From an optimization exercise on the open Yosys and OpenROAD flow, aimed at small area, a short achievable clock period and few clock cycles per item; shortcuts taken in it are not production practice. Only simulation tests tie the RTL to the original design; equivalence was not proved. Power is estimated from default activity; no workload was simulated.

==> job 5781: inputs <==
==> flow/design.v <==
module os_sorter (
    input  wire        clk,
    input  wire        rst,         
    input  wire        kw_en,
    input  wire [3:0]  kw_idx,
    input  wire [63:0] kw_data,
    input  wire [3:0]  kr_idx,
    output wire [63:0] kr_data,
    input  wire        cmd_valid,
    input  wire [31:0] cmd_word,
    output wire [7:0]  status
);
    localparam KEY_CAP = 16;
    localparam [7:0] ST_DONE    = 8'h02;
    localparam [7:0] ST_ILLEGAL = 8'h18;
    localparam [7:0] ST_BADARG  = 8'h28;
    reg [63:0] key  [0:KEY_CAP-1];      
    reg [3:0]  lidx [0:KEY_CAP-1];      
    reg        prec [0:KEY_CAP-1][0:KEY_CAP-1];   
    reg [7:0]  status_r;
    assign status = status_r;
    integer s, t;
    reg [63:0] rd;
    always @(*) begin
        rd = 64'd0;
        for (s = 0; s < KEY_CAP; s = s + 1)
            rd = rd | ({64{lidx[s] == kr_idx}} & key[s]);
    end
    assign kr_data = rd;
    reg [KEY_CAP-1:0] wsel;
    reg [KEY_CAP-1:0] wle;              
    always @(*) begin
        for (s = 0; s < KEY_CAP; s = s + 1) begin
            wsel[s] = kw_en && (lidx[s] == kw_idx);
            wle[s]  = kw_data <= key[s];
        end
    end
    wire [3:0]  cmd_rsv = cmd_word[31:28];
    wire [23:0] cmd_arg = cmd_word[27:4];
    wire [3:0]  cmd_opc = cmd_word[3:0];
    wire cmd_illegal = (cmd_rsv != 4'd0) || (cmd_opc != 4'h3);
    wire cmd_badarg  = (cmd_arg > KEY_CAP);
    wire [4:0] cmd_n = cmd_arg[4:0];
    wire sort_go = cmd_valid && !cmd_illegal && !cmd_badarg;
    reg [KEY_CAP-1:0] act;
    reg [3:0]         rank [0:KEY_CAP-1];
    always @(*) begin
        for (s = 0; s < KEY_CAP; s = s + 1)
            act[s] = {1'b0, lidx[s]} < cmd_n;
        for (s = 0; s < KEY_CAP; s = s + 1) begin
            rank[s] = 4'd0;
            for (t = 0; t < KEY_CAP; t = t + 1)
                if (t < s)
                    rank[s] = rank[s] + {3'd0, act[t] & prec[t][s]};
                else if (t > s)
                    rank[s] = rank[s] + {3'd0, act[t] & ~prec[s][t]};
        end
    end
    always @(posedge clk) begin
        for (s = 0; s < KEY_CAP; s = s + 1)
            if (wsel[s])
                key[s] <= kw_data;
    end
    always @(posedge clk) begin
        for (s = 0; s < KEY_CAP; s = s + 1)
            for (t = s + 1; t < KEY_CAP; t = t + 1)
                if (wsel[s])
                    prec[s][t] <= wle[t];
                else if (wsel[t])
                    prec[s][t] <= ~wle[s];
    end
    always @(posedge clk) begin
        if (rst) begin
            status_r <= 8'h00;
            for (s = 0; s < KEY_CAP; s = s + 1)
                lidx[s] <= s[3:0];
        end else if (cmd_valid) begin
            if (cmd_illegal)
                status_r <= ST_ILLEGAL;
            else if (cmd_badarg)
                status_r <= ST_BADARG;
            else begin
                status_r <= ST_DONE;
                for (s = 0; s < KEY_CAP; s = s + 1)
                    if (act[s])
                        lidx[s] <= rank[s];
            end
        end
    end
endmodule
==> flow/run.sh <==
#!/bin/bash
# synth_recipe.tcl (not shown) runs the flow's synth.tcl, then flattens the netlist and writes it again
# the make line also repeats each setting of config.mk as NAME=value (left out here)
make -C /OpenROAD-flow-scripts/flow DESIGN_CONFIG=/design/flow/config.mk WORK_HOME=/design/flow/orfs CLKGATE_MAP_FILE= SYNTH_SCRIPT=/design/flow/synth_recipe.tcl finish
==> flow/config.mk <==
export PLATFORM = sky130hd
export DESIGN_NAME = os_sorter
export DESIGN_NICKNAME = os_sorter
export VERILOG_FILES = /design/flow/design.v
export SDC_FILE = /design/flow/constraint.sdc
export NUM_CORES = 4
export LEC_CHECK = 0
export CAP_MARGIN = 20
export CORE_MARGIN = 2
export CORE_UTILIZATION = 30
export PLACE_DENSITY = 0.45
export SLEW_MARGIN = 20
==> flow/constraint.sdc <==
create_clock -name core_clock -period 9.0 [get_ports {clk}]
set_input_delay 1.8000 -clock core_clock [delete_from_list [all_inputs] [get_ports {clk}]]
set_output_delay 1.8000 -clock core_clock [all_outputs]
set_load 0.01 [all_outputs]
==> inputs of job 3322, as changes to job 5781 <==
--- a/flow/design.v
+++ b/flow/design.v
@@ -13,2 +13,3 @@
     localparam KEY_CAP = 16;
+    localparam [7:0] ST_BUSY    = 8'h01;
     localparam [7:0] ST_DONE    = 8'h02;
@@ -19,2 +20,4 @@
     reg        prec [0:KEY_CAP-1][0:KEY_CAP-1];   
+    reg        busy;                    
+    reg [KEY_CAP-1:0] act_r;            
     reg [7:0]  status_r;
@@ -22,2 +25,56 @@
     integer s, t;
+    function le64;
+        input [63:0] a;
+        input [63:0] b;
+        reg   [63:0] g, p;
+        integer w, j;
+        begin
+            g = ~a & b;
+            p = ~a | b;
+            for (w = 1; w < 64; w = w * 2)
+                for (j = 0; j + w < 64; j = j + 2 * w) begin
+                    g[j] = g[j + w] | (p[j + w] & g[j]);
+                    p[j] = p[j + w] & p[j];
+                end
+            le64 = g[0] | p[0];
+        end
+    endfunction
+    function [3:0] ones15;
+        input [14:0] x;
+        reg s0, s1, s2, s3, s4, c0, c1, c2, c3, c4;
+        reg t0, t1, d0, d1, u0, u1, e0, e1;
+        reg f0, v0, g0, h0, k0, m0, m1;
+        begin
+            {c0, s0} = {1'b0, x[0]}  + {1'b0, x[1]}  + {1'b0, x[2]};
+            {c1, s1} = {1'b0, x[3]}  + {1'b0, x[4]}  + {1'b0, x[5]};
+            {c2, s2} = {1'b0, x[6]}  + {1'b0, x[7]}  + {1'b0, x[8]};
+            {c3, s3} = {1'b0, x[9]}  + {1'b0, x[10]} + {1'b0, x[11]};
+            {c4, s4} = {1'b0, x[12]} + {1'b0, x[13]} + {1'b0, x[14]};
+            {d0, t0} = {1'b0, s0} + {1'b0, s1} + {1'b0, s2};
+            {d1, t1} = {1'b0, s3} + {1'b0, s4};
+            {e0, u0} = {1'b0, c0} + {1'b0, c1} + {1'b0, c2};
+            {e1, u1} = {1'b0, c3} + {1'b0, c4};
+            {f0, ones15[0]} = {1'b0, t0} + {1'b0, t1};
+            {g0, v0} = {1'b0, d0} + {1'b0, d1} + {1'b0, u0};
+            {h0, ones15[1]} = {1'b0, v0} + {1'b0, u1} + {1'b0, f0};
+            {m0, k0} = {1'b0, e0} + {1'b0, e1} + {1'b0, g0};
+            {m1, ones15[2]} = {1'b0, k0} + {1'b0, h0};
+            ones15[3] = m0 | m1;
+        end
+    endfunction
+    reg [KEY_CAP-1:0] act;
+    reg [14:0] pri;
+    reg [3:0]  rank [0:KEY_CAP-1];
+    always @(*) begin
+        for (s = 0; s < KEY_CAP; s = s + 1)
+            act[s] = !busy || act_r[s];
+        for (s = 0; s < KEY_CAP; s = s + 1) begin
+            for (t = 0; t < KEY_CAP; t = t + 1)
+                if (t < s)
+                    pri[t] = act[t] & prec[t][s];
+                else if (t > s)
+                    pri[t - 1] = act[t] & ~prec[s][t];
+            rank[s] = ones15(pri);
+        end
+    end
     reg [63:0] rd;
@@ -33,4 +90,4 @@
         for (s = 0; s < KEY_CAP; s = s + 1) begin
-            wsel[s] = kw_en && (lidx[s] == kw_idx);
-            wle[s]  = kw_data <= key[s];
+            wsel[s] = kw_en && !busy && (lidx[s] == kw_idx);
+            wle[s]  = le64(kw_data, key[s]);
         end
@@ -43,17 +100,5 @@
     wire [4:0] cmd_n = cmd_arg[4:0];
-    wire sort_go = cmd_valid && !cmd_illegal && !cmd_badarg;
-    reg [KEY_CAP-1:0] act;
-    reg [3:0]         rank [0:KEY_CAP-1];
-    always @(*) begin
-        for (s = 0; s < KEY_CAP; s = s + 1)
-            act[s] = {1'b0, lidx[s]} < cmd_n;
-        for (s = 0; s < KEY_CAP; s = s + 1) begin
-            rank[s] = 4'd0;
-            for (t = 0; t < KEY_CAP; t = t + 1)
-                if (t < s)
-                    rank[s] = rank[s] + {3'd0, act[t] & prec[t][s]};
-                else if (t > s)
-                    rank[s] = rank[s] + {3'd0, act[t] & ~prec[s][t]};
-        end
-    end
+    wire sort_go   = cmd_valid && !busy && !cmd_illegal && !cmd_badarg;
+    wire sort_all  = cmd_n[4];                      
+    wire sort_part = (cmd_n[3:1] != 3'd0) && !cmd_n[4];   
     always @(posedge clk) begin
@@ -72,6 +117,18 @@
     always @(posedge clk) begin
+        if (sort_go)
+            for (s = 0; s < KEY_CAP; s = s + 1)
+                act_r[s] <= {1'b0, lidx[s]} < cmd_n;
+    end
+    always @(posedge clk) begin
         if (rst) begin
             status_r <= 8'h00;
+            busy     <= 1'b0;
             for (s = 0; s < KEY_CAP; s = s + 1)
                 lidx[s] <= s[3:0];
+        end else if (busy) begin
+            for (s = 0; s < KEY_CAP; s = s + 1)
+                if (act[s])
+                    lidx[s] <= rank[s];
+            busy     <= 1'b0;
+            status_r <= ST_DONE;
         end else if (cmd_valid) begin
@@ -81,6 +138,9 @@
                 status_r <= ST_BADARG;
-            else begin
+            else if (sort_part) begin
+                status_r <= ST_BUSY;
+                busy     <= 1'b1;
+            end else begin
                 status_r <= ST_DONE;
-                for (s = 0; s < KEY_CAP; s = s + 1)
-                    if (act[s])
+                if (sort_all)
+                    for (s = 0; s < KEY_CAP; s = s + 1)
                         lidx[s] <= rank[s];
- CORE_UTILIZATION: 30 -> 45
- CTS_CLUSTER_SIZE: not set -> 25
- PLACE_DENSITY: 0.45 -> 0.55
- SETUP_SLACK_MARGIN: not set -> 3.5
==> notes <==
- Of job 3322 and job 5781, job 5781 has the higher synthesized cell count (gap 11%, measured against job 5781).
- In job 3322 the register-to-register slack is better than in job 5781, by 0.35 ns.
- Between job 3322 and job 5781, the lower sequential share of layout area is in job 5781 (gap 2.2 points).
- Between job 5781 and job 3322, the lower maximum frequency is in job 5781 (gap about 20%, measured against job 3322).
- Core utilization: job 5781 is lower than job 3322 (21 points).
- Between job 3322 and job 5781, the lower clock power is in job 3322 (gap about 2%, measured against job 5781).
- Between job 5781 and job 3322, the lower setup slack is in job 5781 (gap 1.5 ns).
- Between job 5781 and job 3322, the lower non-clock buffer count is in job 5781 (gap 245).
- Cell count: job 3322 is smaller than job 5781 (about 19%).
Testbench counts of job 5781, summed over its fixed seeds: cycles 6,509, sorts 384.
Testbench counts of job 3322, summed over its fixed seeds: cycles 6,585, sorts 384.

==> inputs of build 67 <==
Another version of the RTL of os_sorter (not shown whole).
==> module os_sorter, before the edit <==
module os_sorter (
    input  wire        clk,
    input  wire        rst,         
    input  wire        kw_en,
    input  wire [3:0]  kw_idx,
    input  wire [63:0] kw_data,
    input  wire [3:0]  kr_idx,
    output wire [63:0] kr_data,
    input  wire        cmd_valid,
    input  wire [31:0] cmd_word,
    output wire [7:0]  status
);
    localparam KEY_CAP = 16;
    localparam [7:0] ST_DONE    = 8'h02;
    localparam [7:0] ST_ILLEGAL = 8'h18;
    localparam [7:0] ST_BADARG  = 8'h28;
    reg [63:0] key  [0:KEY_CAP-1];      
    reg [3:0]  lidx [0:KEY_CAP-1];      
    reg        prec [0:KEY_CAP-1][0:KEY_CAP-1];   
    reg [7:0]  status_r;
    assign status = status_r;
    integer s, t;
    reg [63:0] rd;
    always @(*) begin
        rd = 64'd0;
        for (s = 0; s < KEY_CAP; s = s + 1)
            rd = rd | ({64{lidx[s] == kr_idx}} & key[s]);
    end
    assign kr_data = rd;
    function le64;
        input [63:0] a;
        input [63:0] b;
        reg   [63:0] g, p;
        integer w, j;
        begin
            g = ~a & b;
            p = ~a | b;
            for (w = 1; w < 64; w = w * 2)
                for (j = 0; j + w < 64; j = j + 2 * w) begin
                    g[j] = g[j + w] | (p[j + w] & g[j]);
                    p[j] = p[j + w] & p[j];
                end
            le64 = g[0] | p[0];
        end
    endfunction
    reg [KEY_CAP-1:0] wsel;
    reg [KEY_CAP-1:0] wle;              
    always @(*) begin
        for (s = 0; s < KEY_CAP; s = s + 1) begin
            wsel[s] = kw_en && (lidx[s] == kw_idx);
            wle[s]  = le64(kw_data, key[s]);
        end
    end
    wire [3:0]  cmd_rsv = cmd_word[31:28];
    wire [23:0] cmd_arg = cmd_word[27:4];
    wire [3:0]  cmd_opc = cmd_word[3:0];
    wire cmd_illegal = (cmd_rsv != 4'd0) || (cmd_opc != 4'h3);
    wire cmd_badarg  = (cmd_arg > KEY_CAP);
    wire [4:0] cmd_n = cmd_arg[4:0];
    wire sort_go = cmd_valid && !cmd_illegal && !cmd_badarg;
    reg [KEY_CAP-1:0] act;
    reg [3:0]         rank [0:KEY_CAP-1];
    always @(*) begin
        for (s = 0; s < KEY_CAP; s = s + 1)
            act[s] = {1'b0, lidx[s]} < cmd_n;
        for (s = 0; s < KEY_CAP; s = s + 1) begin
            rank[s] = 4'd0;
            for (t = 0; t < KEY_CAP; t = t + 1)
                if (t < s)
                    rank[s] = rank[s] + {3'd0, act[t] & prec[t][s]};
                else if (t > s)
                    rank[s] = rank[s] + {3'd0, act[t] & ~prec[s][t]};
        end
    end
    always @(posedge clk) begin
        for (s = 0; s < KEY_CAP; s = s + 1)
            if (wsel[s])
                key[s] <= kw_data;
    end
    always @(posedge clk) begin
        for (s = 0; s < KEY_CAP; s = s + 1)
            for (t = s + 1; t < KEY_CAP; t = t + 1)
                if (wsel[s])
                    prec[s][t] <= wle[t];
                else if (wsel[t])
                    prec[s][t] <= ~wle[s];
    end
    always @(posedge clk) begin
        if (rst) begin
            status_r <= 8'h00;
            for (s = 0; s < KEY_CAP; s = s + 1)
                lidx[s] <= s[3:0];
        end else if (cmd_valid) begin
            if (cmd_illegal)
                status_r <= ST_ILLEGAL;
            else if (cmd_badarg)
                status_r <= ST_BADARG;
            else begin
                status_r <= ST_DONE;
                for (s = 0; s < KEY_CAP; s = s + 1)
                    if (act[s])
                        lidx[s] <= rank[s];
            end
        end
    end
endmodule
==> flow/config.mk <==
export PLATFORM = sky130hd
export DESIGN_NAME = os_sorter
export DESIGN_NICKNAME = os_sorter
export VERILOG_FILES = /design/flow/design.v
export SDC_FILE = /design/flow/constraint.sdc
export NUM_CORES = 4
export LEC_CHECK = 0
export CAP_MARGIN = 20
export CORE_MARGIN = 2
export CORE_UTILIZATION = 40
export PLACE_DENSITY = 0.55
export SETUP_SLACK_MARGIN = 4
export SLEW_MARGIN = 20
==> flow/constraint.sdc <==
create_clock -name core_clock -period 9.0 [get_ports {clk}]
set_input_delay 1.8000 -clock core_clock [delete_from_list [all_inputs] [get_ports {clk}]]
set_output_delay 1.8000 -clock core_clock [all_outputs]
set_load 0.01 [all_outputs]
run.sh (not shown) runs the stock make flow with config.mk's settings and CLKGATE_MAP_FILE= SYNTH_SCRIPT=/design/flow/synth_recipe.tcl, a recipe that flattens the netlist after the stock synthesis.
==> trial 48: changes against build 67 <==
==> flow/design.v (replaced) <==
module os_sorter (
    input  wire        clk,
    input  wire        rst,         
    input  wire        kw_en,
    input  wire [3:0]  kw_idx,
    input  wire [63:0] kw_data,
    input  wire [3:0]  kr_idx,
    output wire [63:0] kr_data,
    input  wire        cmd_valid,
    input  wire [31:0] cmd_word,
    output wire [7:0]  status
);
    localparam KEY_CAP = 16;
    localparam [7:0] ST_BUSY    = 8'h01;
    localparam [7:0] ST_DONE    = 8'h02;
    localparam [7:0] ST_ILLEGAL = 8'h18;
    localparam [7:0] ST_BADARG  = 8'h28;
    reg [63:0] key  [0:KEY_CAP-1];      
    reg [3:0]  lidx [0:KEY_CAP-1];      
    reg        prec [0:KEY_CAP-1][0:KEY_CAP-1];   
    reg        busy;                    
    reg [4:0]  n_r;                     
    reg [7:0]  status_r;
    assign status = status_r;
    integer s, t;
    function le64;
        input [63:0] a;
        input [63:0] b;
        reg   [63:0] g, p;
        integer w, j;
        begin
            g = ~a & b;
            p = ~a | b;
            for (w = 1; w < 64; w = w * 2)
                for (j = 0; j + w < 64; j = j + 2 * w) begin
                    g[j] = g[j + w] | (p[j + w] & g[j]);
                    p[j] = p[j + w] & p[j];
                end
            le64 = g[0] | p[0];
        end
    endfunction
    function [3:0] ones15;
        input [14:0] x;
        reg [1:0] a0, a1, a2, a3, a4;
        reg [3:0] b0;
        reg [2:0] b1;
        begin
            a0 = {1'b0, x[0]}  + {1'b0, x[1]}  + {1'b0, x[2]};
            a1 = {1'b0, x[3]}  + {1'b0, x[4]}  + {1'b0, x[5]};
            a2 = {1'b0, x[6]}  + {1'b0, x[7]}  + {1'b0, x[8]};
            a3 = {1'b0, x[9]}  + {1'b0, x[10]} + {1'b0, x[11]};
            a4 = {1'b0, x[12]} + {1'b0, x[13]} + {1'b0, x[14]};
            b0 = {2'b0, a0} + {2'b0, a1} + {2'b0, a2};
            b1 = {1'b0, a3} + {1'b0, a4};
            ones15 = b0 + {1'b0, b1};
        end
    endfunction
    reg [KEY_CAP-1:0] act;
    reg [14:0] pri;
    reg [3:0]  rank [0:KEY_CAP-1];
    always @(*) begin
        for (s = 0; s < KEY_CAP; s = s + 1)
            act[s] = {1'b0, lidx[s]} < n_r;
        for (s = 0; s < KEY_CAP; s = s + 1) begin
            for (t = 0; t < KEY_CAP; t = t + 1)
                if (t < s)
                    pri[t] = act[t] & prec[t][s];
                else if (t > s)
                    pri[t - 1] = act[t] & ~prec[s][t];
            rank[s] = ones15(pri);
        end
    end
    reg [63:0] rd;
    always @(*) begin
        rd = 64'd0;
        for (s = 0; s < KEY_CAP; s = s + 1)
            rd = rd | ({64{lidx[s] == kr_idx}} & key[s]);
    end
    assign kr_data = rd;
    reg [KEY_CAP-1:0] wsel;
    reg [KEY_CAP-1:0] wle;              
    always @(*) begin
        for (s = 0; s < KEY_CAP; s = s + 1) begin
            wsel[s] = kw_en && !busy && (lidx[s] == kw_idx);
            wle[s]  = le64(kw_data, key[s]);
        end
    end
    wire [3:0]  cmd_rsv = cmd_word[31:28];
    wire [23:0] cmd_arg = cmd_word[27:4];
    wire [3:0]  cmd_opc = cmd_word[3:0];
    wire cmd_illegal = (cmd_rsv != 4'd0) || (cmd_opc != 4'h3);
    wire cmd_badarg  = (cmd_arg > KEY_CAP);
    wire [4:0] cmd_n = cmd_arg[4:0];
    wire sort_go = cmd_valid && !busy && !cmd_illegal && !cmd_badarg;
    always @(posedge clk) begin
        for (s = 0; s < KEY_CAP; s = s + 1)
            if (wsel[s])
                key[s] <= kw_data;
    end
    always @(posedge clk) begin
        for (s = 0; s < KEY_CAP; s = s + 1)
            for (t = s + 1; t < KEY_CAP; t = t + 1)
                if (wsel[s])
                    prec[s][t] <= wle[t];
                else if (wsel[t])
                    prec[s][t] <= ~wle[s];
    end
    always @(posedge clk) begin
        if (sort_go)
            n_r <= cmd_n;
    end
    always @(posedge clk) begin
        if (rst) begin
            status_r <= 8'h00;
            busy     <= 1'b0;
            for (s = 0; s < KEY_CAP; s = s + 1)
                lidx[s] <= s[3:0];
        end else if (busy) begin
            for (s = 0; s < KEY_CAP; s = s + 1)
                if (act[s])
                    lidx[s] <= rank[s];
            busy     <= 1'b0;
            status_r <= ST_DONE;
        end else if (cmd_valid) begin
            if (cmd_illegal)
                status_r <= ST_ILLEGAL;
            else if (cmd_badarg)
                status_r <= ST_BADARG;
            else begin
                status_r <= ST_BUSY;
                busy     <= 1'b1;
            end
        end
    end
endmodule
--- a/flow/config.mk
+++ b/flow/config.mk
@@ -9,5 +9,5 @@
 export CORE_MARGIN = 2
 export CORE_UTILIZATION = 40
 export PLACE_DENSITY = 0.55
-export SETUP_SLACK_MARGIN = 4
+export SETUP_SLACK_MARGIN = 3.5
 export SLEW_MARGIN = 20
==> build 62: changes against build 67 <==
==> flow/design.v (replaced) <==
module os_sorter (
    input  wire        clk,
    input  wire        rst,         
    input  wire        kw_en,
    input  wire [3:0]  kw_idx,
    input  wire [63:0] kw_data,
    input  wire [3:0]  kr_idx,
    output wire [63:0] kr_data,
    input  wire        cmd_valid,
    input  wire [31:0] cmd_word,
    output wire [7:0]  status
);
    localparam KEY_CAP = 16;
    localparam [7:0] ST_BUSY    = 8'h01;
    localparam [7:0] ST_DONE    = 8'h02;
    localparam [7:0] ST_ILLEGAL = 8'h18;
    localparam [7:0] ST_BADARG  = 8'h28;
    reg [63:0] key  [0:KEY_CAP-1];      
    reg [3:0]  lidx [0:KEY_CAP-1];      
    reg        prec [0:KEY_CAP-1][0:KEY_CAP-1];   
    reg        busy;                    
    reg [KEY_CAP-1:0] act_r;            
    reg [7:0]  status_r;
    assign status = status_r;
    integer s, t;
    function le64;
        input [63:0] a;
        input [63:0] b;
        reg   [63:0] g, p;
        integer w, j;
        begin
            g = ~a & b;
            p = ~a | b;
            for (w = 1; w < 64; w = w * 2)
                for (j = 0; j + w < 64; j = j + 2 * w) begin
                    g[j] = g[j + w] | (p[j + w] & g[j]);
                    p[j] = p[j + w] & p[j];
                end
            le64 = g[0] | p[0];
        end
    endfunction
    function [3:0] ones15;
        input [14:0] x;
        reg s0, s1, s2, s3, s4, c0, c1, c2, c3, c4;
        reg t0, t1, d0, d1, u0, u1, e0, e1;
        reg f0, v0, g0, h0, k0, m0, m1;
        begin
            {c0, s0} = {1'b0, x[0]}  + {1'b0, x[1]}  + {1'b0, x[2]};
            {c1, s1} = {1'b0, x[3]}  + {1'b0, x[4]}  + {1'b0, x[5]};
            {c2, s2} = {1'b0, x[6]}  + {1'b0, x[7]}  + {1'b0, x[8]};
            {c3, s3} = {1'b0, x[9]}  + {1'b0, x[10]} + {1'b0, x[11]};
            {c4, s4} = {1'b0, x[12]} + {1'b0, x[13]} + {1'b0, x[14]};
            {d0, t0} = {1'b0, s0} + {1'b0, s1} + {1'b0, s2};
            {d1, t1} = {1'b0, s3} + {1'b0, s4};
            {e0, u0} = {1'b0, c0} + {1'b0, c1} + {1'b0, c2};
            {e1, u1} = {1'b0, c3} + {1'b0, c4};
            {f0, ones15[0]} = {1'b0, t0} + {1'b0, t1};
            {g0, v0} = {1'b0, d0} + {1'b0, d1} + {1'b0, u0};
            {h0, ones15[1]} = {1'b0, v0} + {1'b0, u1} + {1'b0, f0};
            {m0, k0} = {1'b0, e0} + {1'b0, e1} + {1'b0, g0};
            {m1, ones15[2]} = {1'b0, k0} + {1'b0, h0};
            ones15[3] = m0 | m1;
        end
    endfunction
    reg [KEY_CAP-1:0] act;
    reg [14:0] pri;
    reg [3:0]  rank [0:KEY_CAP-1];
    always @(*) begin
        for (s = 0; s < KEY_CAP; s = s + 1)
            act[s] = !busy || act_r[s];
        for (s = 0; s < KEY_CAP; s = s + 1) begin
            for (t = 0; t < KEY_CAP; t = t + 1)
                if (t < s)
                    pri[t] = act[t] & prec[t][s];
                else if (t > s)
                    pri[t - 1] = act[t] & ~prec[s][t];
            rank[s] = ones15(pri);
        end
    end
    reg [63:0] rd;
    always @(*) begin
        rd = 64'd0;
        for (s = 0; s < KEY_CAP; s = s + 1)
            rd = rd | ({64{lidx[s] == kr_idx}} & key[s]);
    end
    assign kr_data = rd;
    reg [KEY_CAP-1:0] wsel;
    reg [KEY_CAP-1:0] wle;              
    always @(*) begin
        for (s = 0; s < KEY_CAP; s = s + 1) begin
            wsel[s] = kw_en && !busy && (lidx[s] == kw_idx);
            wle[s]  = le64(kw_data, key[s]);
        end
    end
    wire [3:0]  cmd_rsv = cmd_word[31:28];
    wire [23:0] cmd_arg = cmd_word[27:4];
    wire [3:0]  cmd_opc = cmd_word[3:0];
    wire cmd_illegal = (cmd_rsv != 4'd0) || (cmd_opc != 4'h3);
    wire cmd_badarg  = (cmd_arg > KEY_CAP);
    wire [4:0] cmd_n = cmd_arg[4:0];
    wire sort_go   = cmd_valid && !busy && !cmd_illegal && !cmd_badarg;
    wire sort_all  = cmd_n[4];                      
    wire sort_part = (cmd_n[3:1] != 3'd0) && !cmd_n[4];   
    always @(posedge clk) begin
        for (s = 0; s < KEY_CAP; s = s + 1)
            if (wsel[s])
                key[s] <= kw_data;
    end
    always @(posedge clk) begin
        for (s = 0; s < KEY_CAP; s = s + 1)
            for (t = s + 1; t < KEY_CAP; t = t + 1)
                if (wsel[s])
                    prec[s][t] <= wle[t];
                else if (wsel[t])
                    prec[s][t] <= ~wle[s];
    end
    always @(posedge clk) begin
        if (sort_go)
            for (s = 0; s < KEY_CAP; s = s + 1)
                act_r[s] <= {1'b0, lidx[s]} < cmd_n;
    end
    always @(posedge clk) begin
        if (rst) begin
            status_r <= 8'h00;
            busy     <= 1'b0;
            for (s = 0; s < KEY_CAP; s = s + 1)
                lidx[s] <= s[3:0];
        end else if (busy) begin
            for (s = 0; s < KEY_CAP; s = s + 1)
                if (act[s])
                    lidx[s] <= rank[s];
            busy     <= 1'b0;
            status_r <= ST_DONE;
        end else if (cmd_valid) begin
            if (cmd_illegal)
                status_r <= ST_ILLEGAL;
            else if (cmd_badarg)
                status_r <= ST_BADARG;
            else if (sort_part) begin
                status_r <= ST_BUSY;
                busy     <= 1'b1;
            end else begin
                status_r <= ST_DONE;
                if (sort_all)
                    for (s = 0; s < KEY_CAP; s = s + 1)
                        lidx[s] <= rank[s];
            end
        end
    end
endmodule
--- a/flow/config.mk
+++ b/flow/config.mk
@@ -9,5 +9,5 @@
 export CORE_MARGIN = 2
 export CORE_UTILIZATION = 40
 export PLACE_DENSITY = 0.55
-export SETUP_SLACK_MARGIN = 4
+export SETUP_SLACK_MARGIN = 3.5
 export SLEW_MARGIN = 20
==> run_results.csv <==
group,metric,value,unit
run_status,status,"timing/DRC/antenna clean",
floorplan,rows,152,
sta,whs,0.4507,ns
drt,wl_met2,142.9,mm
logic_synthesis,synth_xor_area_share,1.834,%
final_layout,final_util,52.10,%
the above is filed under build 67

==> run_results.csv <==
group,metric,value,unit
sta,whs,0.4952,ns
run_status,status,"timing/DRC/antenna clean",
clocking,clkSinkCount,1230,
final_layout,largestRegisters,"key (1024), prec (120), lidx (64)",
final_layout,final_util,50.23,%
final_layout,seqAreaFraction,41.46,%
the above is filed under build 62

==> run_results.csv <==
group,metric,value,unit
run_status,status,"timing/DRC/antenna clean",
drt,wl_met2,146.4,mm
final_layout,final_util,50.22,%
logic_synthesis,synth_xor_area_share,1.811,%
the above is filed under trial 48

Testbench counts of build 67, summed over its fixed seeds: cycles 6,509, sorts 384.
Testbench counts of trial 48, summed over its fixed seeds: cycles 6,893, sorts 384.
Testbench counts of build 62, summed over its fixed seeds: cycles 6,585, sorts 384.

==> static timing again, ports no longer ideal <==
In the flow no input, the clock included, has a driving cell. The finished layouts below were timed again as built, in two steps. Step 1 assumes that a clkbuf_16 drives the clock port and a buf_2 every other input. Step 2 also shifts input and output timing later by t, the mid clock arrival at the registers, as if the neighbouring blocks saw the same clock. a / b / c = ideal / step 1 / step 2; a / b = the first two.
run | t, ns | slack for setup (ns) | latest minus earliest clock arrival (ns)
job 5781 | 0.909 | 1.501 / 1.471 / 1.141 | 0.034 / 0.034
job 3322 | 0.898 | 3.025 / 2.883 / 2.523 | 0.026 / 0.026
build 67 | 0.893 | 2.929 / 2.908 / 2.072 | 0.049 / 0.048
trial 48 | 0.894 | 3.149 / 3.055 / 2.550 | 0.045 / 0.044
build 62 | 0.898 | 3.016 / 2.873 / 2.487 | 0.057 / 0.058
After both steps every run listed still meets setup and hold. For build 67, which loses most, drivers alone change the setup slack by -0.021 ns; drivers and shift together by -0.857 ns.
